What follows belongs to an exercise in optimizing a design on an open flow for small area, a short achievable clock period and few clock cycles per item; a production flow would make more cautious choices. Function was not checked in any run shown here: the RTL went through the layout flow alone. No activity file was given, so power comes from the tool's default toggle rates.

<file path="flow/design.v">
module tsq_decoder (
    input  wire        clk,
    input  wire        rst,           
    input  wire        start,         
    input  wire        ext,           
    input  wire [22:0] in_size,       
    output wire        idle,
    input  wire        in_valid,
    input  wire [7:0]  in_data,
    output wire        in_ready,
    output wire        mem_re,
    output wire [17:0] mem_raddr,
    input  wire [7:0]  mem_rdata,     
    output wire        mem_we,
    output wire [17:0] mem_waddr,
    output wire [7:0]  mem_wdata,
    output wire        done,          
    output wire [3:0]  status,
    output wire [18:0] out_size
);
    localparam [22:0] OUTPUT_SIZE = 23'd327680;
    localparam [2:0] ST_OK       = 3'd0;
    localparam [2:0] ERR_SIZE    = 3'd2;
    localparam [2:0] ERR_INSIZE  = 3'd3;
    localparam [2:0] ERR_UNDERRUN= 3'd4;
    localparam [2:0] ERR_OFFSET  = 3'd5;
    localparam [2:0] ERR_OVERLAP = 3'd6;
    localparam [2:0] ERR_OVERRUN = 3'd7;
    localparam B_IDLE = 0,
               B_HDR  = 1,    
               B_WAIT = 2,    
               B_GHDR = 3,    
               B_LIT  = 4,    
               B_OFF0 = 5,
               B_OFF1 = 6,
               B_VAL  = 7,    
               B_FIN  = 8,    
               B_DONE = 9;
    localparam [9:0] P_IDLE = 10'd1 << B_IDLE,
                     P_HDR  = 10'd1 << B_HDR,
                     P_WAIT = 10'd1 << B_WAIT,
                     P_GHDR = 10'd1 << B_GHDR,
                     P_LIT  = 10'd1 << B_LIT,
                     P_OFF0 = 10'd1 << B_OFF0,
                     P_OFF1 = 10'd1 << B_OFF1,
                     P_VAL  = 10'd1 << B_VAL,
                     P_FIN  = 10'd1 << B_FIN,
                     P_DONE = 10'd1 << B_DONE;
    localparam [2:0] I_GHDR = 3'd0,
                     I_LIT  = 3'd1,
                     I_REF  = 3'd2,
                     I_FIN  = 3'd3,
                     I_ERR  = 3'd4;
    reg [9:0]  ps;
    reg        okf;            
    reg [4:0]  cnt;            
    reg [2:0]  st;
    reg        r_ext;
    reg        d_en;           
    reg        h_pend;         
    reg [18:0] irem;           
    reg [18:0] orem;           
    reg        orem_z;         
    reg [18:0] pj;             
    reg [17:0] anchor;
    reg [7:0]  ctrl;
    reg [7:0]  sz0, sz1, sz2, sz3;
    reg [3:0]  k;              
    reg        s_c;            
    reg [6:0]  s_len;          
    reg        n_v;
    reg [2:0]  n_kind;
    reg [6:0]  n_len;          
    reg        n_ovr;
    reg [6:0]  r_len;
    reg        r_ovr;
    reg [7:0]  off_lo, off_hi;
    reg        lo_gt, lo_z, lo_lt;
    reg        v_eoff, v_eovl, v_small;
    reg        e_act;
    reg        e_last;
    reg [17:0] e_src;
    reg [6:0]  e_len;          
    reg        rd_pend;        
    reg        we_r;
    reg [7:0]  wdata;
    reg [17:0] wj;
    function [6:0] dec_len(input c, input [3:0] nib, input e);
        dec_len = (!c && e && nib <= 4'd2) ? (7'd32 + {1'b0, nib[1:0], 4'd0})
                                           : ({3'd0, nib} + 7'd1);
    endfunction
    wire [2:0] kn = k[2:0] + 3'd1;                        
    wire       kn_c = ctrl[3'd7 - kn];
    reg  [7:0] kn_szb;
    always @(*) begin
        case (kn[2:1])
        2'd0: kn_szb = sz0;
        2'd1: kn_szb = sz1;
        2'd2: kn_szb = sz2;
        default: kn_szb = sz3;
        endcase
    end
    wire [3:0] kn_nib = kn[0] ? kn_szb[3:0] : kn_szb[7:4];
    wire lit_rdy  = !e_act && !rd_pend;
    wire rdy      = ps[B_HDR] || ps[B_GHDR] || ps[B_OFF0] ||
                    ps[B_OFF1] || (ps[B_LIT] && lit_rdy);
    wire take     = rdy && in_valid;
    wire lit_take = ps[B_LIT] && lit_rdy && in_valid;
    wire last     = (cnt == 5'd0);
    assign idle      = ps[B_IDLE];
    assign in_ready  = rdy;
    assign mem_re    = e_act;
    assign mem_raddr = e_src;
    assign mem_we    = we_r;
    assign mem_waddr = wj;
    assign mem_wdata = wdata;
    assign done      = ps[B_DONE];
    assign status    = {1'b0, st};
    assign out_size  = okf ? pj : 19'd0;
    wire [15:0] off   = {off_hi, off_lo};
    wire [18:0] diff  = {1'b0, anchor} - {3'd0, off};
    wire v_err   = v_eoff || v_eovl || r_ovr;
    wire v_acc   = v_small ? (!e_act && !rd_pend) : (!e_act || e_last);
    wire v_go    = ps[B_VAL] && !v_err && v_acc;
    wire irem_small = (irem[18:5] == 14'd0);
    wire grp_uf     = irem_small && (irem[4:0] < 5'd5);
    wire lit_uf     = irem_small && (irem[4:0] < s_len[4:0]);
    wire ref_uf     = irem_small && (irem[4:0] < 5'd2);
    wire sym_ovr    = (orem[18:7] == 12'd0) && (orem[6:0] < s_len);
    wire [18:0] idec = k[3] ? 19'd5 : (s_c ? {12'd0, s_len} : 19'd2);
    wire a_busy  = ps[B_OFF0] || ps[B_OFF1] || (ps[B_VAL] && !v_go);
    wire d_go    = d_en && !n_v && !h_pend && !(!k[3] && !k[0] && a_busy);
    wire d_sym   = d_go && !k[3] && !orem_z;
    wire c_end = ps[B_WAIT] || v_go ||
                 ((ps[B_GHDR] || ps[B_LIT] || ps[B_HDR]) && take && last);
    wire kill = ps[B_DONE];
    wire [18:0] orem_nx = orem - {12'd0, s_len};
    always @(posedge clk) begin
        if (rst) begin
            ps      <= P_IDLE;
            e_act   <= 1'b0;
            rd_pend <= 1'b0;
            we_r    <= 1'b0;
        end else begin
            we_r    <= !kill && (rd_pend || lit_take);
            rd_pend <= !kill && e_act;
            wdata   <= rd_pend ? mem_rdata : in_data;
            if (we_r) wj <= wj + 18'd1;
            if (v_go) begin
                e_act  <= 1'b1;
                e_src  <= diff[17:0];
                e_len  <= r_len;
                e_last <= (r_len == 7'd1);
            end else if (e_act) begin
                e_src  <= e_src + 18'd1;
                e_len  <= e_len - 7'd1;
                e_last <= (e_len == 7'd2);
                if (e_last) e_act <= 1'b0;
            end
            if (kill) e_act <= 1'b0;
            if (d_go) begin
                n_v <= 1'b1;
                if (orem_z) begin
                    n_kind <= I_FIN;
                    d_en   <= 1'b0;
                end else if (k[3]) begin
                    h_pend <= 1'b1;
                    if (grp_uf) begin
                        n_kind <= I_ERR;
                        n_len  <= {4'd0, ERR_UNDERRUN};
                        d_en   <= 1'b0;
                    end else begin
                        n_kind <= I_GHDR;
                    end
                end else if (s_c) begin
                    if (lit_uf || sym_ovr) begin
                        n_kind <= I_ERR;
                        n_len  <= {4'd0, lit_uf ? ERR_UNDERRUN : ERR_OVERRUN};
                        d_en   <= 1'b0;
                    end else begin
                        n_kind <= I_LIT;
                        n_len  <= s_len;
                    end
                end else begin
                    if (ref_uf) begin
                        n_kind <= I_ERR;
                        n_len  <= {4'd0, ERR_UNDERRUN};
                        d_en   <= 1'b0;
                    end else begin
                        n_kind <= I_REF;
                        n_len  <= s_len;
                        n_ovr  <= sym_ovr;
                    end
                end
                irem <= irem - idec;
            end
            if (d_sym) begin
                orem   <= orem_nx;
                orem_z <= (orem_nx == 19'd0);
                pj     <= pj + {12'd0, s_len};
                if (!k[0]) anchor <= pj[17:0];
                k      <= k + 4'd1;
                s_c    <= kn_c;
                s_len  <= dec_len(kn_c, kn_nib, r_ext);
            end
            if (take) cnt <= cnt - 5'd1;
            case (1'b1)
            ps[B_IDLE]: if (start) begin
                r_ext  <= ext;
                irem   <= in_size[18:0];
                pj     <= 19'd0;
                wj     <= 18'd0;
                k      <= 4'd8;
                cnt    <= 5'd2;
                d_en   <= 1'b0;
                h_pend <= 1'b0;
                n_v    <= 1'b0;
                if (in_size > OUTPUT_SIZE || in_size < 23'd3) begin
                    st <= ERR_INSIZE; okf <= 1'b0;
                    ps <= P_DONE;
                end else begin
                    ps <= P_HDR;
                end
            end
            ps[B_HDR]: if (take) begin
                case (cnt[1:0])
                2'd2: orem[7:0]  <= in_data;
                2'd1: orem[15:8] <= in_data;
                default: begin
                    orem[18:16] <= in_data[2:0];
                    orem_z <= (in_data[2:0] == 3'd0) && (orem[15:0] == 16'd0);
                    irem   <= irem - 19'd3;
                    d_en   <= 1'b1;
                end
                endcase
            end
            ps[B_GHDR]: if (take) begin
                case (cnt[2:0])
                3'd4: ctrl <= in_data;
                3'd3: begin
                    sz0    <= in_data;
                    k      <= 4'd0;
                    h_pend <= 1'b0;
                    s_c    <= ctrl[7];
                    s_len  <= dec_len(ctrl[7], in_data[7:4], r_ext);
                end
                3'd2: sz1 <= in_data;
                3'd1: sz2 <= in_data;
                default: sz3 <= in_data;
                endcase
            end
            ps[B_OFF0]: if (take) begin
                off_lo <= in_data;
                lo_gt  <= (in_data > anchor[7:0]);
                lo_z   <= (in_data == 8'd0);
                lo_lt  <= !in_data[7] && (in_data[6:0] < r_len);
                ps     <= P_OFF1;
            end
            ps[B_OFF1]: if (take) begin
                off_hi  <= in_data;
                v_eoff  <= (lo_z && in_data == 8'd0) ||
                           (anchor[17:16] == 2'd0 &&
                            (in_data > anchor[15:8] || (in_data == anchor[15:8] && lo_gt)));
                v_eovl  <= (in_data == 8'd0) && lo_lt;
                v_small <= (in_data == 8'd0) && (off_lo[7:2] == 6'd0);
                ps      <= P_VAL;
            end
            ps[B_VAL]: if (v_err) begin
                st <= v_eoff ? ERR_OFFSET : (v_eovl ? ERR_OVERLAP : ERR_OVERRUN); okf <= 1'b0;
                ps <= P_DONE;
            end
            ps[B_FIN]: if (!e_act) begin
                st <= ST_OK; okf <= 1'b1;
                ps <= P_DONE;
            end
            ps[B_DONE]: ps <= P_IDLE;
            default: ;
            endcase
            if (c_end) begin
                if (!n_v) begin
                    ps <= P_WAIT;
                end else begin
                    n_v <= 1'b0;
                    case (n_kind)
                    I_GHDR: begin ps <= P_GHDR; cnt <= 5'd4; end
                    I_LIT:  begin ps <= P_LIT;  cnt <= n_len[4:0] - 5'd1; end
                    I_REF:  begin ps <= P_OFF0; r_len <= n_len; r_ovr <= n_ovr; end
                    I_FIN:  ps <= P_FIN;
                    default: begin ps <= P_DONE; st <= n_len[2:0]; okf <= 1'b0; end
                    endcase
                end
            end
            if (ps[B_HDR] && take && last &&
                (in_data[7:3] != 5'd0 ||
                 (in_data[2] && (in_data[1:0] != 2'd0 || orem[15:0] != 16'd0)))) begin
                st   <= ERR_SIZE; okf <= 1'b0;
                ps   <= P_DONE;
                d_en <= 1'b0;
            end
        end
    end
endmodule
</file>
<file path="flow/run.sh">
#!/bin/bash
# synth_recipe.tcl (not shown) runs the flow's synth.tcl, then flattens the netlist and writes it again
# the make line also repeats each setting of config.mk as NAME=value (left out here)
make -C /OpenROAD-flow-scripts/flow DESIGN_CONFIG=/design/flow/config.mk WORK_HOME=/design/flow/orfs CLKGATE_MAP_FILE= SYNTH_SCRIPT=/design/flow/synth_recipe.tcl finish
</file>
<file path="flow/config.mk">
export PLATFORM = sky130hd
export DESIGN_NAME = tsq_decoder
export DESIGN_NICKNAME = tsq_decoder
export VERILOG_FILES = /design/flow/design.v
export SDC_FILE = /design/flow/constraint.sdc
export NUM_CORES = 4
export LEC_CHECK = 0
export CAP_MARGIN = 20
export CORE_MARGIN = 2
export CORE_UTILIZATION = 40
export SETUP_SLACK_MARGIN = 5
export SLEW_MARGIN = 20
</file>
<file path="flow/constraint.sdc">
create_clock -name core_clock -period 7.5 [get_ports {clk}]
set_input_delay 1.5000 -clock core_clock [delete_from_list [all_inputs] [get_ports {clk}]]
set_output_delay 1.5000 -clock core_clock [all_outputs]
set_load 0.01 [all_outputs]
</file>
==> results_dict.tcl, run 1 <==
set metrics [dict create \
    status "timing/DRC/antenna clean" \
    drv_cap 0 \
    wl_met3_microns 3140 \
    cellPowerDensity_mw_per_mm2 174 \
    grt_pass1_vias 12508 \
    core-area_sq_mm 0.0375 \
    clk_latency_ns 0.56 \
    grt_pass1_wl_microns 71600 \
    max_slew_margin 0.451 \
    cts_hold_buffers 0 \
    yosysSeqAreaShare 0.480 \
    p_leak_nw 8.45 \
    drt_iter0_drc 1233 \
    detail_route.wl_per_cell_microns 20.5 \
    synth_cells 1504 \
    antenna_found_initial 2 \
    p_total_mw 3.84 \
    async_flop_share 0 \
    drv_slew 0 \
    grt_use_total 0.237 \
    critPathTopFamily "flip-flops" \
    cp_num_buf_inv 3 \
    ys_seq_elements 247 \
    final_util 0.589 \
    drc 0 \
    port_buffers 114 \
    worstSetupPathType "register to output pin" \
    tritoncts "built" \
    wl_met1_microns 20700 \
    post-route-min-period_ns 3.04 \
    skew_ns 0.0246 \
    drt_first_pass_iters 6 \
    cp_cell_sequence "buf_6 > buf_12 > and2_4 > buf_6" \
    slowest_delay_ns 0.41 \
    place_congestion 0.863 \
    hold_class "register to register" \
    ctsHtreeMaxLevel 1 \
    grt_max_degree 76 \
    cpMostUsedCell "buf_6" \
    io_pins 116 \
    nNetsFinal 2002 \
    slowest_stage "edfxtp_1" \
    viasPerCell 5.60 \
    max_freq_mhz 329 \
    place.detailed.hpwl_microns 29400 \
    syn_nets 1632 \
    synth_edf_count 234 \
    synthToLayoutAreaGrowth_pct 45.5 \
    fin_area_sq_mm 0.0221 \
    gr-total-overflow 0 \
    finalCritPeriodShare 0.405 \
    ys.warnings.count 1 \
    end_kind "output pin" \
    fin_ws_ns 4.46 \
    synthesis.area_sq_mm 0.0152 \
    clk_pin_slew_ns 0.06 \
    cts_buffers 28 \
    row_count 71 \
    start_kind "register" \
    path_depth 4 \
    worstPathMaxFanout 10 \
    place_ws_ns 2.66 \
    finalSetupViolCount 0 \
    root_buffer "clkbuf_16" \
    initial_core_util 0.405 \
    finalWirelength_microns 49300 \
    fin_setup_tns_ns 0 \
    timing.hold.ws_ns 0.445 \
    worstPathRequired_ns 6.00 \
    max-vdd-ir-drop_mv 0.152 \
    clockBufferDepth 3 \
    instances_no_fill 2408 \
    clock-sinks 247 \
    die_area_sq_mm 0.0395 \
    hold_violations 0 \
    hold_depth 0 \
    drive_gt1_frac 0.390 \
    yosysUniqueCellTypes 77 \
    rsz0062_at_grt "yes" \
    num_vias 13480 \
    arrival_ns 1.54 \
    die_h_microns 199 \
    worst_pin_slew_ns 0.817 \
    reg2reg_depth 10 \
    postRouteAntennaNets 0 \
    highest_layer "met5" \
    dp.cells 2086 \
    detailed_place.area_sq_mm 0.0173 \
    synth_flop_cell "edfxtp_1" \
    synth.avg_cell_area_sq_um 10.1 \
    wl_met2_microns 24100 \
    die_x_microns 199 \
]
## power by group
| group | switching, mW | total [mW] | leakage, nW | internal [mW] |
|---|---|---|---|---|
| clock | 0.574 | 1.42 | 0.456 | 0.848 |
| combinational | 0.395 | 0.787 | 5.68 | 0.392 |
| sequential | 0.0640 | 1.63 | 2.32 | 1.57 |
## cell type report
cell class / count / area [sq um]
Timing Repair inverter: 1 / 7.51
Timing Repair Buffer: 399 / 3720
Fill cell: 3054 / 15400
Antenna cell: 1 / 2.50
Clock inverter: 14 / 155
Sequential cell: 247 / 7310
Tap cell: 511 / 639
Inverter: 78 / 303
Multi-Input combinational cell: 1119 / 9130
Clock buffer: 38 / 800
## Yosys cell counts, drive strengths merged (15+ instances only)
| master | count | area [sq um] |
|---|---|---|
| edfxtp | 234 | 7030 |
| nor2 | 145 | 544 |
| nand2 | 138 | 518 |
| a21oi | 106 | 531 |
| o21ai | 81 | 409 |
| ha | 80 | 1000 |
| inv | 77 | 289 |
| xnor2 | 56 | 498 |
| nor3 | 51 | 255 |
| clkbuf | 48 | 180 |
| xor2 | 45 | 394 |
| nand3 | 39 | 195 |
| nor4 | 34 | 213 |
| and2 | 31 | 194 |
| a21o | 24 | 180 |
| a31oi | 18 | 113 |
| mux2i | 15 | 154 |
| nand4 | 15 | 93.8 |
| o21a | 15 | 113 |
| o31ai | 15 | 113 |
## kinds of logic (layout without fill, tap and decap cells)
family	after synthesis	after routing	share of synthesized area
AOI/OAI and AO/OA	338	338	0.141
adders and majority gates	84	84	0.0713
and+or+nand+nor	564	565	0.186
buffers and inverters	139	530	0.0351
xor gates and xnor gates	101	101	0.0588
DFF	247	247	0.480
muxes	30	30	0.0272
other	1	2	0.000247
## cells in the final DEF (no fill, tap or decap), types with 28 or more instances in the layout
cell,netlist,routed
xnor2_1,55,55
xor2_1,45,42
o21ai_0,79,49
and2_4,0,28
inv_1,77,65
edfxtp_1,234,234
a21oi_1,106,73
buf_4,1,205
ha_1,80,53
buf_6,0,80
nor3_1,51,33
nand2_1,138,122
buf_2,5,52
nor2_1,145,126
clkbuf_16,0,32
## state kept, by name (all words and copies together), names as in the netlist, 3 cells and up
signal and count:
irem 19, orem 19, pj 19, anchor 18, e_src 18, wj 18
ps 10, ctrl 8, off_hi 8, off_lo 8, sz0 8, sz1 8
sz2 8, sz3 8, wdata 8, e_len 7, n_len 7, r_len 7
s_len 7, cnt 5, k 4, n_kind 3, st 3
## path summary, 6_finish.rpt
kind	slack [ns]	end	from
hold / removal	0.45	r_len[5]	n_len[5]
setup reg to reg	4.52	s_len[5]	k[0]
hold reg to reg	0.45	r_len[5]	n_len[5]
setup / recovery	4.46	out_size[1]	okf
## timing repair
action | 4_1_cts | 5_1_grt
buffers inserted | 180 | 76
endpoints found under the setup margin | 435 | 282
pin swaps | 79 | 97
resized for setup | 645 | 177
endpoints found under the hold margin | 0 | 0
cloned | 8 | 5
## layer usage
metal | global-route usage | up-vias
met3 | 0.0342 | 99
met1 | 0.322 | 6569
met2 | 0.393 | 493
met4 | 0.0697 | 2
li1 | - | 6317
met5 | 0 | -
==> run 2: changes to the inputs <==
--- a/flow/config.mk
+++ b/flow/config.mk
@@ -8,5 +8,5 @@
 export CAP_MARGIN = 20
 export CORE_MARGIN = 2
 export CORE_UTILIZATION = 40
-export SETUP_SLACK_MARGIN = 5
+export SETUP_SLACK_MARGIN = 4.0
 export SLEW_MARGIN = 20
==> run 2 against run 1 <==
Still clean on timing, DRC and antenna; synthesized area is the same; critical endpoint is now cnt[1]; first-iteration DRC count shrank 40%; critical path depth grew 2.
==> results_dict.tcl, run 2 <==
set metrics [dict create \
    cts_hold_buffers 0 \
    synth_cells 1504 \
    fillers 3517 \
    row_count 71 \
    grt_max_degree 76 \
    port_buffers 114 \
    cts_buffers 29 \
    crit_end "cnt[1]" \
    slowest_delay_ns 0.78 \
    worstSetupPathType "register to register" \
    gr-total-overflow 0 \
    fin_area_sq_mm 0.0180 \
    cellPowerDensity_mw_per_mm2 196 \
    initial_core_util 0.405 \
    yosysTopAreaCell "edfxtp_1" \
    max-vdd-ir-drop_mv 0.202 \
    num_vias 11973 \
    dp.cells 2086 \
    crit_path_start "rd_pend" \
    syn_nets 1632 \
    io_pins 116 \
    instances_no_fill 2148 \
    start_kind "register" \
    drv_cap 0 \
    ctsHtreeMaxLevel 1 \
    drive_gt1_frac 0.0740 \
    clock-sinks 247 \
    finalCritPeriodShare 0.457 \
    worstPathMaxFanout 22 \
    antenna_found_initial 1 \
    hold_class "register to register" \
    r2r-end "cnt[1]" \
    arrival_ns 3.70 \
    post-route-min-period_ns 3.43 \
    drt_first_pass_iters 6 \
    slowest_stage "a311oi_4" \
    synth.avg_cell_area_sq_um 10.1 \
    skew_ns 0.0154 \
    max_slew_margin 0.363 \
    drc 0 \
    reg2reg_from "rd_pend" \
    rsz0062_at_grt "yes" \
    clk_latency_ns 0.55 \
    finalWirelength_microns 41100 \
    postRouteAntennaNets 0 \
    worstPathRequired_ns 7.77 \
    viasPerCell 5.57 \
    max_freq_mhz 292 \
    place.detailed.hpwl_microns 28700 \
    final_common_cell "edfxtp_1" \
    final_util 0.480 \
    die_x_microns 199 \
    synth_flop_cell "edfxtp_1" \
    drv_slew 0 \
    synth_edf_count 234 \
    rrSetupSlack_ns 4.07 \
    p_leak_nw 6.53 \
    place_congestion 0.852 \
    critPathTopFamily "compound AO/OA/AOI/OAI gates" \
    grt_pass1_vias 11747 \
    detailed_place.area_sq_mm 0.0169 \
    ys.warnings.count 1 \
    worst_pin_slew_ns 0.955 \
    clk_pin_slew_ns 0.06 \
    drt_iter0_drc 734 \
    die_area_sq_mm 0.0395 \
    yosysUniqueCellTypes 77 \
    yosysMostFrequentCell "edfxtp_1" \
    fin_setup_tns_ns 0 \
    cp_cell_sequence "o21ai_0 > and3_1 > a311oi_4 > nor2_1 > a2111oi_0 > a21oi_1" \
    yosysSeqAreaShare 0.480 \
    nNetsFinal 1742 \
    finalSetupViolCount 0 \
    final_cell_mix "edfxtp_1 (234), nor2_1 (143), nand2_1 (137)" \
    tritoncts "built" \
    core-area_sq_mm 0.0375 \
    detail_route.wl_per_cell_microns 19.2 \
    synthesis.area_sq_mm 0.0152 \
    synthToLayoutAreaGrowth_pct 18.5 \
    end_kind "register" \
    cp_num_buf_inv 0 \
    clockBufferDepth 3 \
    reg2reg_depth 6 \
    die_h_microns 199 \
    netlist_top_cells_area "edfxtp_1 (46%), ha_1 (6.6%), nor2_1 (3.6%)" \
    status "timing/DRC/antenna clean" \
    async_flop_share 0 \
    synth_top_area_share 0.463 \
    ys_seq_elements 247 \
    root_buffer "clkbuf_16" \
    hold_violations 0 \
    grt_pass1_wl_microns 64200 \
    path_depth 6 \
    grt_use_total 0.207 \
    synth.top_cells.by_count "edfxtp_1 (234), nor2_1 (145), nand2_1 (138), a21oi_1 (106), ha_1 (80)" \
    largestRegisters "irem x19, orem x19, pj x19" \
]
[run 2: cell count changes in the layout (fill, tap and decap cells not counted), sizes merged, moves of 4 or more]
cell	before	now
buf	367	25
bufbuf	4	0
clkbuf	44	39
clkdlybuf4s15	8	1
clkdlybuf4s50	9	111
clkinvlp	7	2
[run 2: where the power goes]
part / internal, mW / total [mW] / switching (mW)
sequential: 1.57 / 1.64 / 0.0715
combinational: 0.206 / 0.464 / 0.258
clock: 0.858 / 1.43 / 0.568
total: 2.63 / 3.53 / 0.898
[run 2: worst reg2reg max path: stages (launching register included)]
cell	delay [ns]
dfxtp_2	0.64
o21ai_0	0.26
and3_1	0.56
a311oi_4	0.78
nor2_1	0.35
a2111oi_0	0.49
a21oi_1	0.07
[run 2: worst min-delay path by stage]
stage / startpoint / endpoint / slack, ns / cells past startpoint
floorplan: n_len[5] / r_len[5] / 0.40 / 0
global placement: n_len[5] / r_len[5] / 0.44 / 0
detailed placement: n_len[5] / r_len[5] / 0.44 / 0
CTS: n_len[6] / r_len[6] / 0.44 / 0
global route: n_len[6] / r_len[6] / 0.44 / 0
finish: n_len[6] / r_len[6] / 0.45 / 0
[run 2: area by class of cell]
cell class	count	area (sq um)	share of cell area
multi-input cells	1118	7440	0.414
clock inverters	14	174	0.00967
flip-flops and latches	247	7290	0.405
well taps	511	639	0.0356
clock buffers	39	773	0.0430
diodes	1	2.50	0.000139
repair inverters	1	7.51	0.000418
repair buffers	139	1350	0.0752
inverters	78	297	0.0165
[run 2: per-stage QoR]
| stage | total power [mW] | setup slack [ns] | hold WS (ns) |
|---|---|---|---|
| 4_1_cts | 3.55 | 3.81 | 0.442 |
| 3_3_place_gp | 2.11 | 3.27 | 0.435 |
| 6_report | 3.53 | 4.07 | 0.453 |
| 5_1_grt | 3.67 | 3.85 | 0.441 |
| 2_1_floorplan | 1.94 | 3.89 | 0.400 |
| 3_5_place_dp | 2.12 | 3.17 | 0.440 |
[run 2: layer usage]
| metal | routed length (microns) | share of wire | GRT usage | vias to the layer above |
|---|---|---|---|---|
| li1 | - | - | - | 5788 |
| met1 | 18000 | 0.44 | 0.270 | 5754 |
| met2 | 19600 | 0.48 | 0.355 | 347 |
| met3 | 2320 | 0.056 | 0.0326 | 82 |
| met4 | 1190 | 0.029 | 0.0644 | 2 |
| met5 | 13 | 0.00032 | 0 | - |
[run 2: cells by family after synthesis]
| kind of cell | share of synthesized area |
|---|---|
| buf+inv | 0.0351 |
| mux | 0.0272 |
| compound gates | 0.141 |
| xor+xnor | 0.0588 |
| flops | 0.480 |
| simple gates | 0.186 |
| fa+ha+maj | 0.0713 |
| other cells | 0.000247 |
[run 2: timing repair]
item / CTS / global route
gates cloned: 1 / 0
resized for setup: 10 / 12
pin swaps: 1 / 2
setup buffers: 3 / 4
endpoints found under the setup margin: 146 / 59
==> run 3: changes to the inputs <==
--- a/flow/config.mk
+++ b/flow/config.mk
@@ -8,5 +8,5 @@
 export CAP_MARGIN = 20
 export CORE_MARGIN = 2
 export CORE_UTILIZATION = 40
-export SETUP_SLACK_MARGIN = 4.0
+export SETUP_SLACK_MARGIN = 3.5
 export SLEW_MARGIN = 20
==> run 3 against run 2 <==
Still clean; die area unchanged; clock skew fell by 0.0022 ns; via count grew 0.13%; combinational power decreased by 4%; worst hold slack worse by 0.022 ns; synthesized cell count unchanged; design area down 0.97%; utilization shrank 0.46 points; global-route usage fell by 0.074 points; non-clock buffer count fell by 7; first-iteration DRC count up 8.4%; wire length shrank 1.2%; critical path type is now register to output pin.
==> results_dict.tcl, run 3 <==
set metrics [dict create \
    status "timing/DRC/antenna clean" \
    critPathTopFamily "flip-flops" \
    die_x_microns 199 \
    num_vias 11989 \
    netSwitchingFraction 0.257 \
    slowest_delay_ns 0.85 \
    power.internal_mw 2.56 \
    drt_iter0_drc 796 \
    rsz0062_at_grt "yes" \
    start_kind "register" \
    viasPerCell 5.60 \
    yosysMostFrequentCell "edfxtp_1" \
    cp_cell_sequence "o21ai_1 > clkdlybuf4s50_1" \
    cts_buffers 29 \
    synthesis.area_sq_mm 0.0152 \
    async_flop_share 0 \
    io_pins 116 \
    grt_pass1_wl_microns 64300 \
    tritoncts "built" \
    finalCritPeriodShare 0.513 \
    ctsHtreeMaxLevel 1 \
    seq_power_share 0.477 \
    drc 0 \
    finalWirelength_microns 40600 \
    core-area_sq_mm 0.0375 \
    slowest_stage "dfxtp_1" \
    die_h_microns 199 \
    end_kind "output pin" \
    root_buffer "clkbuf_16" \
    row_count 71 \
    grt_pass1_vias 11776 \
    grt_use_total 0.207 \
    switchingPower_uw 886 \
    final_cell_mix "edfxtp_1 (234), nor2_1 (145), nand2_1 (137)" \
    hold_violations 0 \
    n_antenna_cell 0 \
    drv_cap 0 \
    syn_nets 1632 \
    antenna_found_initial 2 \
    postRouteAntennaNets 0 \
    clk_latency_ns 0.55 \
    clock-sinks 247 \
    skew_ns 0.0132 \
    worstSetupPathType "register to output pin" \
    synthToLayoutAreaGrowth_pct 17.4 \
    synth_flop_cell "edfxtp_1" \
    synth_top_area_share 0.463 \
    post-route-min-period_ns 3.85 \
    gr-total-overflow 0 \
    synth_edf_count 234 \
    largestRegisters "irem x19, orem x19, pj x19" \
    max_freq_mhz 260 \
    yosysSeqAreaShare 0.480 \
    timing.hold.ws_ns 0.431 \
    hold_class "register to register" \
    max-vdd-ir-drop_mv 0.147 \
    clkPwrFrac 0.394 \
    yosysUniqueCellTypes 77 \
    port_buffers 114 \
    p_leak_nw 6.45 \
    finalSetupViolCount 0 \
    cellPowerDensity_mw_per_mm2 194 \
    clk_pin_slew_ns 0.06 \
    cp_num_buf_inv 1 \
    drive_gt1_frac 0.0651 \
    netlist_top_cells_area "edfxtp_1 (46%), ha_1 (6.6%), nor2_1 (3.6%)" \
    worst_pin_slew_ns 1.08 \
    max_slew_margin 0.279 \
    clockBufferDepth 3 \
    arrival_ns 2.35 \
    synth.top_cells.by_count "edfxtp_1 (234), nor2_1 (145), nand2_1 (138), a21oi_1 (106), ha_1 (80)" \
    ys.warnings.count 1 \
    worstPathMaxFanout 14 \
    pwr-share-comb 0.129 \
    final_common_cell "edfxtp_1" \
    grt_max_degree 51 \
    fin_setup_tns_ns 0 \
    place.detailed.hpwl_microns 28900 \
    initial_core_util 0.405 \
    drv_slew 0 \
    worstPathRequired_ns 6.00 \
    nNetsFinal 1734 \
    detail_route.wl_per_cell_microns 19.0 \
    synth_cells 1504 \
    cts_hold_buffers 0 \
    synth.avg_cell_area_sq_um 10.1 \
    ys_seq_elements 247 \
    place_congestion 0.881 \
    die_area_sq_mm 0.0395 \
    drt_first_pass_iters 5 \
    yosysTopAreaCell "edfxtp_1" \
]
run 3: cell counts after synthesis:
No cell type changed its count.
run 3: cells by family (layout without fill, tap and decap cells):
logic type               count (synthesis)  in the layout  synth area share
adder cells (fa/ha/maj)                 84             84            0.0713
AND/OR/NAND/NOR                        564            564             0.186
other                                    1              1          0.000247
flip-flops                             247            247             0.480
AO/OA/AOI/OAI                          338            338             0.141
multiplexers                            30             30            0.0272
buffers and inverters                  139            264            0.0351
XOR/XNOR                               101            101            0.0588
run 3: final cells by class:
type,instances,area [sq um]
inverter,78,297
tap,511,639
fill,3480,19700
clock buffer,39,783
clock inverter,15,125
multi-input combinational,1118,7390
timing repair buffer,132,1280
sequential,247,7290
run 3: repair_timing:
action | 4_1_cts | 5_1_grt
endpoints found under the setup margin | 1 | 60
gates resized for setup | 1 | 5
endpoints found under the hold margin | 0 | 0
buffers inserted | 0 | 0
run 3: path summary, 6_finish.rpt:
kind                   end  slack, ns  cells after the start     start
setup / recovery  in_ready       3.65                      2   rd_pend
hold / removal    r_len[5]       0.43                      0  n_len[5]
setup reg to reg  s_len[4]       3.72                     10      k[0]
hold reg to reg   r_len[5]       0.43                      0  n_len[5]
run 3: metal layers:
metal  global-route usage  part of all wire  vias to the layer above
met5                    0           0.00064                        -
met2                0.354              0.48                      350
met4               0.0564             0.021                        4
met3               0.0281             0.055                       61
met1                0.275              0.44                     5807
li1                     -                 -                     5767
run 3: power groups by stage:
stage,Combinational (mW),Sequential (mW),Clock (mW)
3_5_place_dp,0.443,1.67,0
6_report,0.445,1.65,1.36
5_1_grt,0.496,1.66,1.44
2_1_floorplan,0.293,1.64,0
3_3_place_gp,0.435,1.67,0
4_1_cts,0.445,1.65,1.39
run 3: stage by stage:
step	setup slack [ns]	utilization	std cells	total power, mW	instance area, sq um
after floorplan	3.58	-	1504	1.94	15200
after global placement	2.97	0.450	2086	2.11	16900
after detailed placement	2.94	0.450	2086	2.12	16900
after CTS	3.51	0.474	2140	3.48	17800
after global routing	3.49	0.475	2140	3.59	17800
final	3.65	0.475	2140	3.45	17800
run 3: worst register-to-register path, delay by kind of cell, from the launching register on:
kind / cells / cell delay, ns
muxes: 2 / 0.90
DFF: 1 / 0.75
adders and majority gates: 2 / 0.71
xor gates and xnor gates: 1 / 0.43
AOI/OAI and AO/OA: 3 / 0.39
and+or+nand+nor: 1 / 0.21
buffers and inverters: 1 / 0.15
==> run 4: changes to the inputs <==
--- a/flow/config.mk
+++ b/flow/config.mk
@@ -8,5 +8,5 @@
 export CAP_MARGIN = 20
 export CORE_MARGIN = 2
 export CORE_UTILIZATION = 40
-export SETUP_SLACK_MARGIN = 3.5
+export SETUP_SLACK_MARGIN = 4.5
 export SLEW_MARGIN = 20
==> run 4 against run 3 <==
Sequential power about the same; sequential share of layout area decreased by 2.5 points; count of clock-buffer cells in the layout rose by 6; highest routed layer is now met4; utilization is 3.2 points higher; largest cell class unchanged; die area is the same.
==> results_dict.tcl, run 4 <==
set metrics [dict create \
    fin_ws_ns 4.25 \
    reg2reg_from "k[0]" \
    drt_iter0_drc 923 \
    ys.warnings.count 1 \
    cellPowerDensity_mw_per_mm2 188 \
    crit_path_start "okf" \
    antenna_found_initial 1 \
    drv_slew 0 \
    hold_class "register to register" \
    p_total_mw 3.57 \
    synth.avg_cell_area_sq_um 10.1 \
    final_common_cell "edfxtp_1" \
    r2r-end "s_len[4]" \
    grt_pass1_vias 12050 \
    place_ws_ns 3.13 \
    detailed_place.area_sq_mm 0.0169 \
    die_h_microns 199 \
    port_buffers 114 \
    synthesis.area_sq_mm 0.0152 \
    num_vias 12426 \
    finalSetupViolCount 0 \
    grt_use_total 0.217 \
    root_buffer "clkbuf_16" \
    min_from "n_len[6]" \
    grt_max_degree 72 \
    status "timing/DRC/antenna clean" \
    die_area_sq_mm 0.0395 \
    max-vdd-ir-drop_mv 0.144 \
    clk_pin_slew_ns 0.07 \
    post-route-min-period_ns 3.25 \
    drt_first_pass_iters 5 \
    rsz0062_at_grt "yes" \
    synth_flop_cell "edfxtp_1" \
    io_pins 116 \
    clock-sinks 247 \
    gr-total-overflow 0 \
    yosysUniqueCellTypes 77 \
    fin_setup_tns_ns 0 \
    ctsHtreeMaxLevel 1 \
    max_freq_mhz 308 \
    finalWirelength_microns 43400 \
    core-area_sq_mm 0.0375 \
    cts_buffers 28 \
    synthToLayoutAreaGrowth_pct 25.2 \
    hold_violations 0 \
    worstPathRequired_ns 6.00 \
    place.detailed.hpwl_microns 29100 \
    drc 0 \
    yosysMostFrequentCell "edfxtp_1" \
    largestRegisters "irem x19, orem x19, pj x19" \
    yosysSeqAreaShare 0.480 \
    hold_depth 0 \
    async_flop_share 0 \
    end_kind "output pin" \
    ys_seq_elements 247 \
    fin_area_sq_mm 0.0190 \
    synth_edf_count 234 \
    drv_cap 0 \
    synth.top_cells.by_count "edfxtp_1 (234), nor2_1 (145), nand2_1 (138), a21oi_1 (106), ha_1 (80)" \
    initial_core_util 0.405 \
    skew_ns 0.0181 \
    row_count 71 \
    clockBufferDepth 3 \
    syn_nets 1632 \
    postRouteAntennaNets 0 \
    detail_route.wl_per_cell_microns 19.5 \
    worstSetupPathType "register to output pin" \
    final_cell_mix "edfxtp_1 (234), nor2_1 (143), nand2_1 (134)" \
    netlist_top_cells_area "edfxtp_1 (46%), ha_1 (6.6%), nor2_1 (3.6%)" \
    synth_top_area_share 0.463 \
    tritoncts "built" \
    arrival_ns 1.75 \
    worst_pin_slew_ns 0.974 \
    fillers 3440 \
    grt_pass1_wl_microns 67700 \
    start_kind "register" \
    timing.hold.ws_ns 0.497 \
    yosysTopAreaCell "edfxtp_1" \
    die_x_microns 199 \
    synth_cells 1504 \
    finalCritPeriodShare 0.433 \
    rrSetupSlack_ns 4.50 \
    drive_gt1_frac 0.170 \
    max_slew_margin 0.351 \
    p_leak_nw 7.21 \
    viasPerCell 5.59 \
    place_congestion 0.871 \
    clk_latency_ns 0.55 \
    cts_hold_buffers 0 \
    nNetsFinal 1818 \
    worstPathMaxFanout 2 \
    reg2reg_depth 12 \
    hold-path-endpoint "r_len[6]" \
]
[run 4: cell counts after synthesis]
No cell type changed its count.
[run 4: logic make-up (layout without fill, tap and decap cells)]
family / count (synthesis) / count (layout) / share of synthesized area
buf+inv: 139 / 347 / 0.0351
other cells: 1 / 2 / 0.000247
fa+ha+maj: 84 / 84 / 0.0713
compound gates: 338 / 338 / 0.141
xor+xnor: 101 / 101 / 0.0588
mux: 30 / 30 / 0.0272
flops: 247 / 247 / 0.480
simple gates: 564 / 564 / 0.186
[run 4: through the flow]
step / util / instances
2_1_floorplan: - / 1504
3_3_place_gp: 0.451 / 2088
3_5_place_dp: 0.451 / 2088
4_1_cts: 0.492 / 2197
5_1_grt: 0.507 / 2223
6_report: 0.507 / 2224
[run 4: how the worst max path moves through the flow]
stage | depth (start not counted) | slack [ns] | to
floorplan | 2 | 3.89 | cnt[0]
global placement | 7 | 3.30 | irem[16]
detailed placement | 7 | 3.13 | irem[16]
CTS | 3 | 4.19 | in_ready
global route | 6 | 4.21 | out_size[5]
finish | 6 | 4.25 | out_size[3]
[run 4: critical path, stage by stage, from the launching register on]
cell	delay, ns
edfxtp_1	0.43
buf_6	0.15
buf_6	0.10
buf_6	0.12
buf_4	0.13
and2_4	0.15
buf_6	0.11
[run 4: power breakdown]
group	internal (mW)	switching (mW)
clock network	0.801	0.576
registers	1.57	0.0672
logic	0.259	0.297
total	2.63	0.939
[run 4: metal layers]
layer,wire (microns),part of all wire,up-vias,GRT usage
li1,-,-,5948,-
met2,21100,0.49,395,0.374
met1,18800,0.43,6026,0.297
met3,2790,0.064,57,0.0236
met4,704,0.016,0,0.0459
met5,0,0,-,0
[run 4: repair_timing]
item | CTS | global route
endpoints found under the setup margin | 233 | 103
cloned | 1 | 0
resized for setup | 185 | 97
setup buffers | 56 | 26
pin swaps | 12 | 19
[run 4: layout make-up]
| cell class | count | area, sq um | share of cell area |
|---|---|---|---|
| timing repair buffer | 217 | 2070 | 0.109 |
| tap | 511 | 639 | 0.0337 |
| inverter | 78 | 300 | 0.0158 |
| clock inverter | 7 | 43.8 | 0.00231 |
| antenna | 1 | 2.50 | 0.000132 |
| clock buffer | 45 | 878 | 0.0463 |
| sequential | 247 | 7300 | 0.384 |
| multi-input combinational | 1118 | 7760 | 0.409 |
==> run 5: changes to the inputs <==
--- a/flow/design.v
+++ b/flow/design.v
@@ -65,7 +65,9 @@
     reg [17:0] anchor;
     reg [7:0]  ctrl;
     reg [7:0]  sz0, sz1, sz2, sz3;
-    reg [3:0]  k;              
+    reg        ex;             
+    reg        par;            
+    reg [2:0]  kn;             
     reg        s_c;            
     reg [6:0]  s_len;          
     reg        n_v;
@@ -89,7 +91,6 @@
         dec_len = (!c && e && nib <= 4'd2) ? (7'd32 + {1'b0, nib[1:0], 4'd0})
                                            : ({3'd0, nib} + 7'd1);
     endfunction
-    wire [2:0] kn = k[2:0] + 3'd1;                        
     wire       kn_c = ctrl[3'd7 - kn];
     reg  [7:0] kn_szb;
     always @(*) begin
@@ -101,7 +102,7 @@
         endcase
     end
     wire [3:0] kn_nib = kn[0] ? kn_szb[3:0] : kn_szb[7:4];
-    wire lit_rdy  = !e_act && !rd_pend;
+    reg  lit_rdy;              
     wire rdy      = ps[B_HDR] || ps[B_GHDR] || ps[B_OFF0] ||
                     ps[B_OFF1] || (ps[B_LIT] && lit_rdy);
     wire take     = rdy && in_valid;
@@ -127,23 +128,19 @@
     wire lit_uf     = irem_small && (irem[4:0] < s_len[4:0]);
     wire ref_uf     = irem_small && (irem[4:0] < 5'd2);
     wire sym_ovr    = (orem[18:7] == 12'd0) && (orem[6:0] < s_len);
-    wire [18:0] idec = k[3] ? 19'd5 : (s_c ? {12'd0, s_len} : 19'd2);
+    wire [18:0] idec = ex ? 19'd5 : (s_c ? {12'd0, s_len} : 19'd2);
     wire a_busy  = ps[B_OFF0] || ps[B_OFF1] || (ps[B_VAL] && !v_go);
-    wire d_go    = d_en && !n_v && !h_pend && !(!k[3] && !k[0] && a_busy);
-    wire d_sym   = d_go && !k[3] && !orem_z;
+    wire d_go    = d_en && !n_v && !h_pend && !(!ex && !par && a_busy);
+    wire d_sym   = d_go && !ex && !orem_z;
     wire c_end = ps[B_WAIT] || v_go ||
                  ((ps[B_GHDR] || ps[B_LIT] || ps[B_HDR]) && take && last);
     wire kill = ps[B_DONE];
     wire [18:0] orem_nx = orem - {12'd0, s_len};
     always @(posedge clk) begin
-        if (rst) begin
-            ps      <= P_IDLE;
-            e_act   <= 1'b0;
-            rd_pend <= 1'b0;
-            we_r    <= 1'b0;
-        end else begin
+        begin
             we_r    <= !kill && (rd_pend || lit_take);
             rd_pend <= !kill && e_act;
+            lit_rdy <= !e_act && !v_go;
             wdata   <= rd_pend ? mem_rdata : in_data;
             if (we_r) wj <= wj + 18'd1;
             if (v_go) begin
@@ -163,7 +160,7 @@
                 if (orem_z) begin
                     n_kind <= I_FIN;
                     d_en   <= 1'b0;
-                end else if (k[3]) begin
+                end else if (ex) begin
                     h_pend <= 1'b1;
                     if (grp_uf) begin
                         n_kind <= I_ERR;
@@ -198,8 +195,10 @@
                 orem   <= orem_nx;
                 orem_z <= (orem_nx == 19'd0);
                 pj     <= pj + {12'd0, s_len};
-                if (!k[0]) anchor <= pj[17:0];
-                k      <= k + 4'd1;
+                if (!par) anchor <= pj[17:0];
+                par    <= !par;
+                kn     <= kn + 3'd1;
+                ex     <= (kn == 3'd0);
                 s_c    <= kn_c;
                 s_len  <= dec_len(kn_c, kn_nib, r_ext);
             end
@@ -210,7 +209,7 @@
                 irem   <= in_size[18:0];
                 pj     <= 19'd0;
                 wj     <= 18'd0;
-                k      <= 4'd8;
+                ex     <= 1'b1;
                 cnt    <= 5'd2;
                 d_en   <= 1'b0;
                 h_pend <= 1'b0;
@@ -239,7 +238,9 @@
                 3'd4: ctrl <= in_data;
                 3'd3: begin
                     sz0    <= in_data;
-                    k      <= 4'd0;
+                    ex     <= 1'b0;
+                    par    <= 1'b0;
+                    kn     <= 3'd1;
                     h_pend <= 1'b0;
                     s_c    <= ctrl[7];
                     s_len  <= dec_len(ctrl[7], in_data[7:4], r_ext);
@@ -298,5 +299,11 @@
                 d_en <= 1'b0;
             end
         end
+        if (rst) begin
+            ps      <= P_IDLE;
+            e_act   <= 1'b0;
+            rd_pend <= 1'b0;
+            we_r    <= 1'b0;
+        end
     end
 endmodule
--- a/flow/config.mk
+++ b/flow/config.mk
@@ -8,5 +8,5 @@
 export CAP_MARGIN = 20
 export CORE_MARGIN = 2
 export CORE_UTILIZATION = 40
-export SETUP_SLACK_MARGIN = 4.5
+export SETUP_SLACK_MARGIN = 4.0
 export SLEW_MARGIN = 20
==> run 5 against run 4 <==
Still clean on timing, DRC and antenna; design area decreased by 13%; count of clock-buffer cells in the layout down 5; maximum frequency is 4.6% lower; largest cell class unchanged; highest routed layer unchanged.
==> results_dict.tcl, run 5 <==
set metrics [dict create \
    status "timing/DRC/antenna clean" \
    synthMuxAreaShare 0.0330 \
    drt_first_pass_iters 5 \
    place_congestion 0.884 \
    die_h_microns 190 \
    grt_pass1_wl_microns 58900 \
    max-vdd-ir-drop_mv 0.168 \
    synth-xor-area-share 0.0642 \
    worst_pin_slew_ns 0.956 \
    clk_latency_ns 0.55 \
    root_buffer "clkbuf_16" \
    start_kind "register" \
    end_kind "output pin" \
    synth_top_area_share 0.275 \
    tritoncts "built" \
    clockBufferDepth 3 \
    cts_buffers 28 \
    core-area_sq_mm 0.0337 \
    port_buffers 114 \
    cellPowerDensity_mw_per_mm2 214 \
    nNetsFinal 1686 \
    worstPathMaxFanout 7 \
    max_freq_mhz 293 \
    final_cell_mix "nand2_1 (142), nor2_1 (132), edfxtp_1 (126)" \
    reg2reg_from "s_len[1]" \
    synth_edf_count 126 \
    row_count 67 \
    yosysMostFrequentCell "nand2_1" \
    place.detailed.hpwl_microns 26400 \
    largestRegisters "irem x19, orem x19, pj x19" \
    use_met3 0.0256 \
    n_antenna_cell 0 \
    io_pins 116 \
    hold_class "register to register" \
    skew_ns 0.0177 \
    drv_slew 0 \
    initial_core_util 0.409 \
    postRouteAntennaNets 0 \
    syn_nets 1569 \
    detailed_place.area_sq_mm 0.0154 \
    worstSetupPathType "register to output pin" \
    hold-path-endpoint "r_len[5]" \
    slowest_stage "clkdlybuf4s50_1" \
    cp_cell_sequence "nor2_2 > nand3b_1 > clkdlybuf4s50_1" \
    drive_gt1_frac 0.0729 \
    dp.cells 1973 \
    synthesis.area_sq_mm 0.0138 \
    critPathTopFamily "buffers and inverters" \
    ctsHtreeMaxLevel 1 \
    post-route-min-period_ns 3.41 \
    clock-sinks 249 \
    viasPerCell 5.45 \
    max_slew_margin 0.360 \
    synth.top_cells.by_count "nand2_1 (144), nor2_1 (134), edfxtp_1 (126), dfxtp_1 (123), o21ai_0 (89)" \
    gr-total-overflow 0 \
    finalCritPeriodShare 0.454 \
    rsz0062_at_grt "no" \
    finalWirelength_microns 36700 \
    min_from "n_len[5]" \
    detail_route.wl_per_cell_microns 18.1 \
    grt_max_degree 68 \
    p_leak_nw 6.27 \
    met2_usage 0.370 \
    die_x_microns 190 \
    yosys.area_share.simple 0.191 \
    busiest_layer "met2" \
    antenna_found_initial 0 \
    num_vias 11038 \
    synth_fa_ha_area_frac 0.0803 \
    synth.avg_cell_area_sq_um 9.58 \
    yosysTopAreaCell "edfxtp_1" \
    arrival_ns 1.91 \
    slowest_delay_ns 0.58 \
    synth_compound_area_frac 0.143 \
    ys_seq_elements 249 \
    cts_hold_buffers 0 \
    drc 0 \
    ys.warnings.count 1 \
    synth_cells 1439 \
    p_total_mw 3.53 \
    hold_depth 0 \
    grt_use_total 0.205 \
    instances_no_fill 2026 \
    yosysUniqueCellTypes 74 \
    clk_pin_slew_ns 0.06 \
    die_area_sq_mm 0.0360 \
    synth_top_family_by_area "simple AND/OR/NAND/NOR gates" \
    finalSetupViolCount 0 \
    drv_cap 0 \
    worstPathRequired_ns 6.00 \
    cp_num_buf_inv 1 \
    async_flop_share 0 \
    hold_violations 0 \
    final_common_cell "nand2_1" \
    fin_setup_tns_ns 0 \
    fin_area_sq_mm 0.0165 \
    yosysSeqAreaShare 0.453 \
    globalRouteMet1Util 0.256 \
    reg2reg_depth 10 \
    grt_pass1_vias 10936 \
    r2r-end "irem[17]" \
    drt_iter0_drc 750 \
    netlist_top_cells_area "edfxtp_1 (27%), dfxtp_1 (18%), ha_1 (7.4%)" \
    rrSetupSlack_ns 4.18 \
    synthToLayoutAreaGrowth_pct 19.5 \
    synth_flop_cell "edfxtp_1" \
]
==> run 5: changes by cell type in the layout (fill, tap and decap cells not counted), sizes merged, moves of 10 or more <==
cell	delta
dfxtp	+110
buf	-108
edfxtp	-108
clkdlybuf4s50	+58
dlygate4sd2	-26
a21oi	-20
nor4	-16
xnor2	-15
xor2	+15
nor2	-11
dlymetal6s2s	-10
==> run 5: worst max-delay path by stage <==
stage,from,endpoint,slack (ns),depth (start not counted)
2_1_floorplan,in_valid,sz0[0],4.32,6
3_3_place_gp,start,ps[9],3.39,8
3_5_place_dp,start,ps[9],3.30,8
4_1_cts,okf,out_size[10],4.02,2
5_1_grt,in_valid,kn[1],4.01,6
6_report,ps[1],in_ready,4.09,3
==> run 5: cells by family after synthesis <==
kind of cell | after synthesis
AND/OR/NAND/NOR | 531
AO/OA/AOI/OAI | 313
flip-flops | 249
buffers and inverters | 126
XOR/XNOR | 101
adder cells (fa/ha/maj) | 86
multiplexers | 32
other | 1
==> run 5: through the flow <==
step	hold slack (ns)	setup slack (ns)	utilization
after global routing	0.432	4.01	0.489
after CTS	0.415	4.02	0.487
final	0.420	4.09	0.489
after floorplan	0.400	4.32	-
after detailed placement	0.407	3.30	0.458
after global placement	0.405	3.39	0.458
==> run 5: layer usage <==
metal / up-vias / wire length, microns
met3: 59 / 1550
met4: 0 / 930
met5: - / 0
li1: 5421 / -
met2: 267 / 18100
met1: 5291 / 16100
==> run 5: layout make-up <==
| type | count | area (sq um) |
|---|---|---|
| Timing Repair inverter | 1 | 5.00 |
| Tap cell | 448 | 561 |
| Clock buffer | 40 | 861 |
| Sequential cell | 249 | 6250 |
| Multi-Input combinational cell | 1064 | 7100 |
| Clock inverter | 12 | 114 |
| Inverter | 83 | 315 |
| Timing Repair Buffer | 129 | 1260 |
| Fill cell | 3179 | 17200 |
==> run 5: timing repair <==
action,in CTS,in global routing
pin swaps,0,0
gates resized for setup,7,9
buffers inserted,0,0
endpoints found under the setup margin,46,39
cloned,0,1
==> run 5: report_power, final <==
group / leakage (nW) / switching [mW] / internal [mW] / total [mW]
clock: 0.479 / 0.567 / 0.866 / 1.43
combinational: 3.62 / 0.289 / 0.233 / 0.522
sequential: 2.17 / 0.100 / 1.47 / 1.57
==> run 6: changes to the inputs <==
--- a/flow/config.mk
+++ b/flow/config.mk
@@ -8,5 +8,5 @@
 export CAP_MARGIN = 20
 export CORE_MARGIN = 2
 export CORE_UTILIZATION = 40
-export SETUP_SLACK_MARGIN = 4.0
+export SETUP_SLACK_MARGIN = 4.5
 export SLEW_MARGIN = 20
==> run 6 against run 5 <==
Still clean on timing, DRC and antenna; flip-flop and latch count did not move; sequential power barely moved; worst setup slack improved by 0.43 ns; synthesized area did not move; critical path depth rose by 6; cell count rose by 1.2%; design area rose by 2.6%; global-route usage rose by 0.074 points; sequential share of layout area fell by 0.84 points; wire length rose by 0.88%; non-clock buffer count rose by 24; power barely moved; critical path type is now primary input to register.
==> results_dict.tcl, run 6 <==
set metrics [dict create \
    clock-sinks 249 \
    finalWirelength_microns 37000 \
    grt_pass1_wl_microns 59000 \
    multi_input_area_sq_mm 0.00727 \
    max_slew_margin 0.309 \
    arrival_ns 3.38 \
    antenna_found_initial 0 \
    use_met3 0.0227 \
    clkPwrFrac 0.402 \
    die_x_microns 190 \
    die_h_microns 190 \
    drv_slew 0 \
    clockBufferDepth 3 \
    drv_cap 0 \
    synth_top_area_share 0.275 \
    cts_buffers 28 \
    yosysTopAreaCell "edfxtp_1" \
    cp_num_buf_inv 2 \
    netlist_top_cells_area "edfxtp_1 (27%), dfxtp_1 (18%), ha_1 (7.4%)" \
    initial_core_util 0.409 \
    pwr-share-comb 0.153 \
    die_area_sq_mm 0.0360 \
    synthesis.area_sq_mm 0.0138 \
    syn_nets 1569 \
    yosysMostFrequentCell "nand2_1" \
    io_pins 116 \
    tritoncts "built" \
    status "timing/DRC/antenna clean" \
    async_flop_share 0 \
    num_vias 11091 \
    start_kind "primary input" \
    nNetsFinal 1710 \
    register_area_sq_mm 0.00627 \
    critPathTopFamily "buffers and inverters" \
    grt_max_degree 45 \
    synth.avg_cell_area_sq_um 9.58 \
    cts_hold_buffers 0 \
    switchingPower_uw 962 \
    fin_setup_tns_ns 0 \
    core-area_sq_mm 0.0337 \
    globalRouteMet1Util 0.265 \
    cellPowerDensity_mw_per_mm2 209 \
    grt_pass1_vias 11032 \
    grt_use_total 0.205 \
    synthToLayoutAreaGrowth_pct 22.6 \
    post-route-min-period_ns 2.98 \
    port_buffers 114 \
    largestRegisters "irem x19, orem x19, pj x19" \
    synth_cells 1439 \
    yosysUniqueCellTypes 74 \
    final_cell_mix "nand2_1 (140), nor2_1 (131), edfxtp_1 (126)" \
    clk_latency_ns 0.55 \
    place.detailed.hpwl_microns 26000 \
    ctsHtreeMaxLevel 1 \
    max-vdd-ir-drop_mv 0.167 \
    drc 0 \
    viasPerCell 5.41 \
    netSwitchingFraction 0.272 \
    worstSetupPathType "primary input to register" \
    fin_area_sq_mm 0.0169 \
    drt_iter0_drc 575 \
    place_congestion 0.875 \
    ys.warnings.count 1 \
    n_antenna_cell 0 \
    power.internal_mw 2.57 \
    row_count 67 \
    detailed_place.area_sq_mm 0.0154 \
    worstPathMaxFanout 25 \
    ys_seq_elements 249 \
    gr-total-overflow 0 \
    fillers 3142 \
    slowest_stage "clkdlybuf4s50_1" \
    root_buffer "clkbuf_16" \
    finalSetupViolCount 0 \
    cpMostUsedCell "a21oi_1" \
    drt_first_pass_iters 5 \
    synth_flop_cell "edfxtp_1" \
    p_leak_nw 6.84 \
    max_freq_mhz 336 \
    worstPathRequired_ns 7.91 \
    yosysSeqAreaShare 0.453 \
    worst_pin_slew_ns 1.03 \
    detail_route.wl_per_cell_microns 18.1 \
    drive_gt1_frac 0.116 \
    clk_pin_slew_ns 0.06 \
    slowest_delay_ns 0.64 \
    synth_edf_count 126 \
    rsz0062_at_grt "yes" \
    hold_class "register to register" \
    finalCritPeriodShare 0.397 \
    met2_usage 0.361 \
    skew_ns 0.0113 \
    end_kind "register" \
    synth.top_cells.by_count "nand2_1 (144), nor2_1 (134), edfxtp_1 (126), dfxtp_1 (123), o21ai_0 (89)" \
    hold_violations 0 \
    busiest_layer "met2" \
    seq_power_share 0.445 \
    cp_cell_sequence "clkdlybuf4s50_1 > nand2_8 > inv_8 > a21oi_1 > o21bai_1 > a31oi_1 > nor2b_1 > o31ai_2 > a21oi_1" \
    final_common_cell "nand2_1" \
    postRouteAntennaNets 0 \
]
[run 6: worst reg2reg max path, stage by stage (launching register included)]
cell     delay [ns]
dfxtp_1        0.55
inv_1          0.09
ha_1           0.33
or2_2          0.32
a32o_1         0.22
a21oi_2        0.35
nand2_1        0.22
a21o_1         0.29
and2_1         0.18
[run 6: cell families after synthesis]
kind of cell               count (synthesis)  synth area share
and+or+nand+nor                          531             0.191
muxes                                     32            0.0330
xor gates and xnor gates                 101            0.0642
adders and majority gates                 86            0.0803
DFF                                      249             0.453
AOI/OAI and AO/OA                        313             0.143
other                                      1          0.000272
buffers and inverters                    126            0.0349
[run 6: final cells by class]
class                           instances  area share
Multi-Input combinational cell       1064       0.430
Timing Repair Buffer                  153      0.0888
Timing Repair inverter                  1    0.000444
Tap cell                              448      0.0332
Clock buffer                           41      0.0501
Inverter                               83      0.0193
Sequential cell                       249       0.371
Clock inverter                         11     0.00681
[run 6: path summary, 6_finish.rpt]
path | depth (start not counted) | slack, ns | to | start
worst max-delay path | 9 | 4.52 | ps[9] | start
worst min-delay path | 0 | 0.42 | r_len[6] | n_len[6]
worst max register to register | 8 | 4.69 | n_len[4] | s_len[6]
worst min register to register | 0 | 0.42 | r_len[6] | n_len[6]
[run 6: per-stage QoR]
stage	total power, mW	utilization	worst slack, ns	cells	hold slack (ns)
after floorplan	1.93	-	4.51	1439	0.400
after global placement	2.10	0.458	3.23	1971	0.407
after detailed placement	2.11	0.458	3.16	1971	0.405
after CTS	3.55	0.494	4.37	2040	0.421
after global routing	3.68	0.501	4.43	2050	0.428
final	3.53	0.501	4.52	2050	0.418
[run 6: power by group through the flow]
| stage | Sequential, mW | Combinational (mW) | Clock (mW) |
|---|---|---|---|
| finish | 1.57 | 0.540 | 1.42 |
| global route | 1.58 | 0.602 | 1.50 |
| CTS | 1.57 | 0.527 | 1.45 |
| detailed placement | 1.60 | 0.510 | 0 |
| global placement | 1.60 | 0.502 | 0 |
| floorplan | 1.55 | 0.384 | 0 |
[run 6: what timing repair did]
item / CTS / global route
endpoints found under the hold margin: 0 / 0
pin swaps: 4 / 9
cloned: 1 / 0
setup endpoints to repair: 201 / 90
gates resized for setup: 111 / 69
buffers inserted: 16 / 10
[run 6: routing by layer]
layer	wire, microns	share of wire	up-vias
met5	0	0	-
met1	16100	0.43	5269
met2	18200	0.49	264
met3	1780	0.048	75
li1	-	-	5483
met4	982	0.027	0
==> run 7: changes to the inputs <==
--- a/flow/config.mk
+++ b/flow/config.mk
@@ -8,5 +8,5 @@
 export CAP_MARGIN = 20
 export CORE_MARGIN = 2
 export CORE_UTILIZATION = 40
-export SETUP_SLACK_MARGIN = 4.5
+export SETUP_SLACK_MARGIN = 5.0
 export SLEW_MARGIN = 20
==> run 7 against run 6 <==
Synthesized cell count stayed put; sequential power about the same; clock power barely moved; design area rose by 9.9%; critical endpoint is now out_size[9]; largest cell class unchanged.
==> results_dict.tcl, run 7 <==
set metrics [dict create \
    hold_violations 0 \
    worstPathMaxFanout 10 \
    grt_pass1_wl_microns 62700 \
    worstSetupPathType "register to output pin" \
    globalRouteMet1Util 0.289 \
    initial_core_util 0.409 \
    detail_route.wl_per_cell_microns 19.2 \
    place_congestion 0.848 \
    start_kind "register" \
    port_buffers 114 \
    use_met3 0.0304 \
    skew_ns 0.0107 \
    arrival_ns 1.36 \
    end_kind "output pin" \
    drv_cap 0 \
    ctsHtreeMaxLevel 1 \
    viasPerCell 5.44 \
    drv_slew 0 \
    yosysSeqAreaShare 0.453 \
    die_h_microns 190 \
    hold_class "register to register" \
    yosysUniqueCellTypes 74 \
    rsz0062_at_grt "yes" \
    fin_setup_tns_ns 0 \
    ys.warnings.count 1 \
    synth_top_area_share 0.275 \
    cts_hold_buffers 0 \
    num_vias 11684 \
    status "timing/DRC/antenna clean" \
    met2_usage 0.390 \
    max-vdd-ir-drop_mv 0.174 \
    clock-sinks 249 \
    place.detailed.hpwl_microns 26800 \
    finalWirelength_microns 41200 \
    synthesis.area_sq_mm 0.0138 \
    die_x_microns 190 \
    syn_nets 1569 \
    drive_gt1_frac 0.300 \
    clockBufferDepth 3 \
    worstPathRequired_ns 6.00 \
    largestRegisters "irem x19, orem x19, pj x19" \
    synth_cells 1439 \
    synth_edf_count 126 \
    drc 0 \
    die_area_sq_mm 0.0360 \
    final_common_cell "nand2_1" \
    drt_first_pass_iters 5 \
    drt_iter0_drc 806 \
    grt_pass1_vias 11378 \
    io_pins 116 \
    row_count 67 \
    yosysMostFrequentCell "nand2_1" \
    busiest_layer "met2" \
    tritoncts "built" \
    grt_max_degree 37 \
    core-area_sq_mm 0.0337 \
    synth.avg_cell_area_sq_um 9.58 \
    postRouteAntennaNets 0 \
    n_antenna_cell 0 \
    nNetsFinal 1807 \
    async_flop_share 0 \
    timing.hold.ws_ns 0.424 \
    yosysTopAreaCell "edfxtp_1" \
    netlist_top_cells_area "edfxtp_1 (27%), dfxtp_1 (18%), ha_1 (7.4%)" \
    gr-total-overflow 0 \
    max_freq_mhz 349 \
    cellPowerDensity_mw_per_mm2 199 \
    finalCritPeriodShare 0.382 \
    clk_latency_ns 0.54 \
    worst_pin_slew_ns 0.866 \
    post-route-min-period_ns 2.86 \
    synth_flop_cell "edfxtp_1" \
    max_slew_margin 0.421 \
    antenna_found_initial 0 \
    cts_buffers 28 \
    final_cell_mix "nand2_1 (133), edfxtp_1 (126), nor2_1 (123)" \
    synth.top_cells.by_count "nand2_1 (144), nor2_1 (134), edfxtp_1 (126), dfxtp_1 (123), o21ai_0 (89)" \
    clk_pin_slew_ns 0.06 \
    synthToLayoutAreaGrowth_pct 34.8 \
    ys_seq_elements 249 \
    grt_use_total 0.223 \
    root_buffer "clkbuf_16" \
    finalSetupViolCount 0 \
    p_leak_nw 7.33 \
]
run 7: cell counts after synthesis:
Identical to the previous run, type by type.
run 7: area by class of cell:
| class | instances | area [sq um] |
|---|---|---|
| tap | 448 | 561 |
| multi-input combinational | 1064 | 8060 |
| clock buffer | 35 | 768 |
| clock inverter | 17 | 200 |
| fill | 2916 | 15100 |
| inverter | 83 | 320 |
| sequential | 249 | 6360 |
| timing repair buffer | 251 | 2310 |
run 7: cell families (layout without fill, tap and decap cells):
group / Yosys count / after routing / synth area share
buffers and inverters: 126 / 386 / 0.0349
XOR/XNOR: 101 / 101 / 0.0642
flip-flops: 249 / 249 / 0.453
AND/OR/NAND/NOR: 531 / 531 / 0.191
other: 1 / 1 / 0.000272
adder cells (fa/ha/maj): 86 / 86 / 0.0803
AO/OA/AOI/OAI: 313 / 313 / 0.143
multiplexers: 32 / 32 / 0.0330
run 7: routing by layer:
metal	routed length, microns	vias up
met4	1030	0
li1	-	5681
met2	20400	279
met1	17900	5660
met5	0	-
met3	1840	64
run 7: critical path: stages (launching register included):
cell	delay [ns]
dfxtp_4	0.37
buf_12	0.15
and2_1	0.16
buf_2	0.14
run 7: repair_timing:
action                     in CTS  in global routing
gates cloned                    3                  0
gates resized for setup       596                113
pin swaps                      53                 61
setup endpoints to repair     300                156
setup buffers                  93                 28
run 7: stage by stage:
step	utilization	total power, mW	instance area [sq um]	worst slack [ns]	cells
finish	0.551	3.69	18600	4.64	2147
global route	0.551	3.84	18600	4.59	2147
CTS	0.532	3.64	17900	4.63	2119
detailed placement	0.465	2.13	15700	3.57	1971
global placement	0.465	2.12	15700	3.62	1971
floorplan	-	1.95	14100	4.61	1439
run 7: report_power, final:
part | switching, mW | internal [mW]
registers | 0.107 | 1.48
logic | 0.354 | 0.306
clock network | 0.577 | 0.866
run 7: path summary, 6_finish.rpt:
check             slack, ns  startpoint          end  depth (start not counted)
setup / recovery       4.64         okf  out_size[9]                          3
hold / removal         0.42    n_len[6]     r_len[6]                          0
setup reg to reg       5.04    s_len[5]       orem_z                          7
hold reg to reg        0.42    n_len[6]     r_len[6]                          0

==> port drivers added, routing unchanged <==
The results above use ideal ports. As a check the final layouts listed here were re-extracted and re-timed, cells and wires unchanged.
Step 1 (the two cells are an assumption about what drives the block):
set clk [get_ports {clk}]
set_driving_cell -lib_cell sky130_fd_sc_hd__clkbuf_16 $clk
set_driving_cell -lib_cell sky130_fd_sc_hd__buf_2 [delete_from_list [all_inputs] $clk]
Step 2 adds t to the input delays and takes it off the output delays; t is the mean of the earliest and latest rising clock arrival at the registers after step 1. Input paths then give back, and output paths get back, about the clock's delay inside the block.
Slacks: ideal ports / drivers / drivers and shift; pairs: ideal ports / drivers.
run | t, ns | setup slack, ns | worst register clock-pin slew, ns | pins driven straight from the clock port
run 1 | 0.605 | 4.460 / 4.400 / 4.229 | 0.07 / 0.07 | 1
run 2 | 0.595 | 4.075 / 4.068 / 3.514 | 0.06 / 0.06 | 1
run 3 | 0.601 | 3.655 / 3.598 / 3.085 | 0.06 / 0.06 | 1
run 4 | 0.595 | 4.250 / 4.199 / 3.913 | 0.07 / 0.07 | 1
run 5 | 0.588 | 4.093 / 4.043 / 3.573 | 0.06 / 0.06 | 1
run 6 | 0.591 | 4.523 / 4.489 / 3.947 | 0.06 / 0.06 | 1
run 7 | 0.587 | 4.637 / 4.588 / 4.286 | 0.06 / 0.06 | 1
After both steps every run listed still meets setup and hold. The setup slack of run 6, which loses most, moves by -0.034 ns with the drivers and by -0.576 ns with both steps.
